Source: an optimization exercise on an open RTL-to-GDS flow (aim: small area, a short achievable clock period and few clock cycles). Production flows keep margins and buffers that such runs may drop.
Where RTL was checked, it was by simulation tests only, not by an equivalence proof against the original.
No driver is modelled on the clock port, so clocking that relies on it looks cheaper here than on a real chip.
Power and IR drop assume default switching activity.

Design mansos_demod, start of the top module:
module mansos_demod (
    input  wire        clk,
    input  wire        rst,           
    input  wire        start,         
    output wire        raw_re,        
    output wire [6:0]  raw_addr,
    input  wire [7:0]  raw_rdata,
    output wire        busy,
    output reg         done,          
    output reg  [2:0]  result,
    output wire [1:0]  halt_state,
    output wire [3:0]  bit_len,
    output wire [6:0]  bit_count,
    output wire [3:0]  nbytes,
    output wire [63:0] frame_out
);
export LEC_CHECK = 0
export CAP_MARGIN = 20
export CORE_MARGIN = 2
export CORE_UTILIZATION = 40
export SLEW_MARGIN = 20
create_clock -name core_clock -period 14.0 [get_ports {clk}]
standard.sh (not shown) runs the stock make flow with config.mk's settings and CLKGATE_MAP_FILE= SYNTH_SCRIPT=/design/flow/synth_recipe.tcl, a recipe that flattens the netlist after the stock synthesis.
==> flow/flow/run.sh <==
#!/bin/bash
set -euo pipefail
export REPAIR_MARGIN=$(cat flow/margin.txt)
bash standard.sh synth > log_1_synth.txt 2>&1
bash standard.sh place > log_2_place.txt 2>&1
STAGE=place openroad -no_init -exit flow/repair.tcl > log_3_repair_place.txt 2>&1
bash standard.sh cts > log_4_cts.txt 2>&1
STAGE=cts openroad -no_init -exit flow/repair.tcl > log_5_repair_cts.txt 2>&1
bash standard.sh > log_6_finish.txt 2>&1
==> flow/flow/margin.txt <==
9
==> flow/flow/repair.tcl <==
# Setup repair at a tighter slack target on the placed (or clock-tree)
# database, then legalize; written back in place for the next ORFS step.
set res [pwd]/orfs/results/sky130hd/mansos_demod/base
set stage $::env(STAGE)
if { $stage == "place" } {
  set odb 3_place.odb
  set sdc 3_place.sdc
} else {
  set odb 4_cts.odb
  set sdc 4_cts.sdc
}
read_liberty $::env(FLOW_HOME)/platforms/sky130hd/lib/sky130_fd_sc_hd__tt_025C_1v80.lib
read_db $res/$odb
read_sdc $res/$sdc
source $::env(FLOW_HOME)/platforms/sky130hd/setRC.tcl
set_dont_use [get_lib_cells {sky130_fd_sc_hd__probe* sky130_fd_sc_hd__lpflow*}]
if { $stage == "cts" } {
  set_propagated_clock [all_clocks]
}
estimate_parasitics -placement
report_design_area
report_worst_slack -max
report_worst_slack -min
repair_timing -setup -setup_margin $::env(REPAIR_MARGIN) -skip_gate_cloning -verbose
detailed_placement
estimate_parasitics -placement
if { $stage == "cts" } {
  repair_timing -hold -hold_margin 0.05 -verbose
  detailed_placement
  estimate_parasitics -placement
}
check_placement
report_design_area
report_worst_slack -max
report_worst_slack -min
write_db $res/$odb
Testbench counts at the start, summed over its fixed seeds: cycles 36,945.
Change:
--- a/flow/design.v
+++ b/flow/design.v
@@ -258,50 +258,54 @@
     wire [1:0]  crossed = n_w[12:11];
     wire       ends = setl ? !len_ok
                     : (exh || (data_ok && (
                           (state == S_DELIM && locked && !e_found)
                        || (state == S_DATA && ((zr != 3'd4) ? (bit_idx == 7'd79) : !vote)))));
     wire       run_w = acc_start || (run && !rst && !ends);
     wire [7:0] ra_w  = ra + {7'd0, raw_re};
     wire [2:0] nwin_a  = nwin + {2'd0, rv};
     wire [2:0] nwin_1  = nwin_a - 3'd1;
     wire [2:0] nwin_2  = nwin_a - 3'd2;
     wire [2:0] nwin_w  = crossed[1] ? nwin_2 : (crossed[0] ? nwin_1 : nwin_a);
     wire [2:0] full_c  = nwin_a + {2'd0, raw_re} - 3'd4;
-    wire       re_w  = acc_start || (run_w && !ra_w[7] && ({1'b0, crossed} != full_c));
+    wire       re_w  = !run || !run_w || (!ra_w[7] && ({1'b0, crossed} != full_c));
     wire store = (zr != 3'd4);      
     always @(posedge clk) begin
         done <= 1'b0;
         if (rst) begin
             run  <= 1'b0;
             boot <= 1'b0;
-            re_q <= 1'b0;
+            re_q <= 1'b1;
         end else begin
             run  <= run_w;
             boot <= acc_start;
             re_q <= re_w;
             done <= run && ends;
         end
         rv <= raw_re;
         if (rv)
             win[{wb[1:0], 3'b000} +: 8] <= raw_rdata;
         rd   <= rd_w;
         oh_b <= dec4(rd_w[4:3]);
         oh_o <= dec8(rd_w[2:0]);
+        if (!run_w)
+            ra <= 8'd0;
+        else if (!run)
+            ra <= 8'd1;           
+        else
+            ra <= ra_w;
         if (run) begin
-            ra   <= ra_w;
             wb   <= wb + {1'b0, rv};
             nwin <= nwin_w;
         end else begin
-            ra   <= 8'd0;
             wb   <= 2'd0;
             nwin <= 3'd0;
         end
         if (crc_pend) crc <= crc_upd;
         crc_pend <= 1'b0;
         if (!run) begin
             setl   <= 1'b0;
             pol    <= 1'b1;
             locked <= 1'b0;
             cnt    <= 2'd0;
             zr     <= 3'd0;
             crc    <= 16'd0;
=> Flip-flop and latch count stays the same. Power rises by 73%. Global-route usage rises by 1.2 points. First-iteration DRC count rises by 53%. Clock skew stays flat. Routed wire length rises by 10%. Via count rises by 11%.
Function not checked in the second run of this note: the RTL went through the layout flow alone.

mansos_demod, a different RTL version from the one above (not shown whole).
Size in the first run: roughly 1,900 cells after synthesis, about 180 flip-flops, ~110 I/O pins, ~13,000 um2 of cells after synthesis.
clock: 14.0 ns
lec_check: 0
abc_area: 1
cap_margin: 20
core_margin: 2
core_utilization: 40
slew_margin: 20
==> flow/flow/run.sh <==
#!/bin/bash
set -euo pipefail
export REPAIR_MARGIN="$(cat flow/margin.txt)"
bash standard.sh synth > log_1_synth.txt 2>&1
bash standard.sh place > log_2_place.txt 2>&1
STAGE=place openroad -no_init -exit flow/repair.tcl > log_3_repair_place.txt 2>&1
bash standard.sh cts > log_4_cts.txt 2>&1
STAGE=cts openroad -no_init -exit flow/repair.tcl > log_5_repair_cts.txt 2>&1
bash standard.sh > log_6_finish.txt 2>&1
==> flow/flow/margin.txt <==
11 10
==> flow/flow/repair.tcl <==
# Setup repair at a tighter slack target on the placed (or clock-tree)
# database, then legalize; written back in place for the next ORFS step.
set res [pwd]/orfs/results/sky130hd/mansos_demod/base
set stage $::env(STAGE)
if { $stage == "place" } {
  set odb 3_place.odb
  set sdc 3_place.sdc
} else {
  set odb 4_cts.odb
  set sdc 4_cts.sdc
}
read_liberty $::env(FLOW_HOME)/platforms/sky130hd/lib/sky130_fd_sc_hd__tt_025C_1v80.lib
read_db $res/$odb
read_sdc $res/$sdc
source $::env(FLOW_HOME)/platforms/sky130hd/setRC.tcl
set_dont_use [get_lib_cells {sky130_fd_sc_hd__probe* sky130_fd_sc_hd__lpflow*}]
if { $stage == "cts" } {
  set_propagated_clock [all_clocks]
}
estimate_parasitics -placement
report_design_area
report_worst_slack -max
report_worst_slack -min
if { $stage == "place" } {
  set margin [lindex $::env(REPAIR_MARGIN) 0]
} else {
  set margin [lindex $::env(REPAIR_MARGIN) 1]
}
# -repair_tns 0: work on the worst path only, which sets the period
repair_timing -setup -setup_margin $margin -repair_tns 0 -skip_gate_cloning -verbose
detailed_placement
estimate_parasitics -placement
if { $stage == "cts" } {
  repair_timing -hold -hold_margin 0.05 -verbose
  detailed_placement
  estimate_parasitics -placement
}
check_placement
report_design_area
report_worst_slack -max
report_worst_slack -min
write_db $res/$odb
Testbench counts at the start, summed over its fixed seeds: cycles 36,561.
Next try:
--- a/flow/design.v
+++ b/flow/design.v
@@ -6,17 +6,17 @@
     output wire [6:0]  raw_addr,
     input  wire [7:0]  raw_rdata,
     output wire        busy,
     output reg         done,          
     output reg  [2:0]  result,
     output wire [1:0]  halt_state,
     output wire [3:0]  bit_len,
     output wire [6:0]  bit_count,
-    output wire [3:0]  nbytes,
+    output reg  [3:0]  nbytes,
     output wire [63:0] frame_out
 );
     localparam [1:0] S_PRE = 2'd0, S_DELIM = 2'd1, S_DATA = 2'd2;
     localparam [2:0] R_VALID = 3'd1, R_EXHAUSTED = 3'd2, R_BAD_DELIM = 3'd3,
                      R_LENGTH = 3'd5, R_CHECKSUM = 3'd6;
     reg        run;           
     reg        boot;          
     reg        setl;          
@@ -37,17 +37,16 @@
     reg        crc_pend;      
     reg [3:0]  oh_b;          
     reg [7:0]  oh_o;          
     reg        re_q;          
     assign busy       = run;
     assign halt_state = state;
     assign bit_len    = L;
     assign bit_count  = bit_idx;
-    assign nbytes     = (result[2] || result == R_VALID) ? bit_idx[6:3] : 4'd0;
     genvar g;
     generate
         for (g = 0; g < 8; g = g + 1) begin : g_frame
             assign frame_out[8*g +: 8] = sr[63-8*g -: 8];
         end
     endgenerate
     assign raw_re   = re_q;
     assign raw_addr = ra[6:0];
@@ -282,16 +281,17 @@
         if (!run) begin
             setl   <= 1'b0;
             pol    <= 1'b1;
             locked <= 1'b0;
             cnt    <= 2'd0;
             zr     <= 3'd0;
             crc    <= 16'd0;
         end else if (boot) begin
+            nbytes  <= 4'd0;
             L       <= 4'd8;
             state   <= S_PRE;
             bit_idx <= 7'd0;
         end else if (setl) begin
             setl <= 1'b0;
             if (len_ok) begin
                 L     <= new_l;
                 state <= S_DATA;
@@ -324,19 +324,22 @@
             default: begin   
                 zr <= vote ? 3'd0 : zr + 3'd1;
                 if (store) begin
                     if (!bit_idx[6]) begin
                         sr <= {sr[62:0], vote};
                         crc_pend <= (bit_idx[2:0] == 3'd7);
                     end
                     bit_idx <= bit_idx + 7'd1;
-                    if (bit_idx == 7'd79)
+                    if (bit_idx == 7'd79) begin
                         result <= R_LENGTH;
+                        nbytes <= 4'd10;
+                    end
                 end else if (!vote) begin
+                    nbytes <= bit_idx[6:3];
                     if (bit_idx[6:3] != 4'd8)
                         result <= R_LENGTH;
                     else if (!crc_ok)
                         result <= R_CHECKSUM;
                     else
                         result <= R_VALID;
                 end
             end
After rerunning: The new run completed without violations. Non-clock buffer count went up by 16. Setup slack is better by 0.16 ns. Wire length is about the same. Count of clock-buffer cells in the layout went down by 1. Synthesized cell count went up by 0.95%. Clock skew went up by 0.013 ns. Design area went up by 4.2%. Core utilization went up by 0.90 points. Die area went up by 1.0%. Synthesized area went up by 1.0%. Power went up by 17%. Register-to-register slack is better by 0.13 ns.
Testbench counts after the change, summed over its fixed seeds: cycles 36,561.

==> port drivers added, routing unchanged <==
How much do the figures lean on ideal ports? The routed layouts below were timed once more, with nothing changed but the port constraints.
Step 1 (the two cells are an assumption about what drives the block):
set clk [get_ports {clk}]
set_driving_cell -lib_cell sky130_fd_sc_hd__clkbuf_16 $clk
set_driving_cell -lib_cell sky130_fd_sc_hd__buf_2 [delete_from_list [all_inputs] $clk]
Step 2 times the ports against the registers' clock, not the clock port: input delays grow and output delays shrink by t, the midpoint of the rising clock arrivals with the driver on.
Three values: ideal ports, drivers, drivers and shift; two values: the first two.
| run | t, ns | setup slack, ns | hold WS [ns] | latest minus earliest clock arrival (ns) | worst register clock-pin slew, ns |
|---|---|---|---|---|---|
| the first run of note 1 | 0.488 | 8.916 / 8.916 / 8.916 | 0.436 / 0.436 / 0.436 | 0.017 / 0.017 | 0.08 / 0.08 |
| the second run of note 1 | 0.488 | 8.870 / 8.870 / 8.870 | 0.434 / 0.434 / 0.434 | 0.019 / 0.018 | 0.08 / 0.08 |
| the first run of note 2 | 0.502 | 9.889 / 9.837 / 10.282 | 0.414 / 0.414 / 0.414 | 0.013 / 0.013 | 0.08 / 0.08 |
| the second run of note 2 | 0.492 | 10.049 / 9.998 / 10.410 | 0.416 / 0.416 / 0.416 | 0.027 / 0.027 | 0.09 / 0.09 |
After both steps every run listed still meets setup and hold.
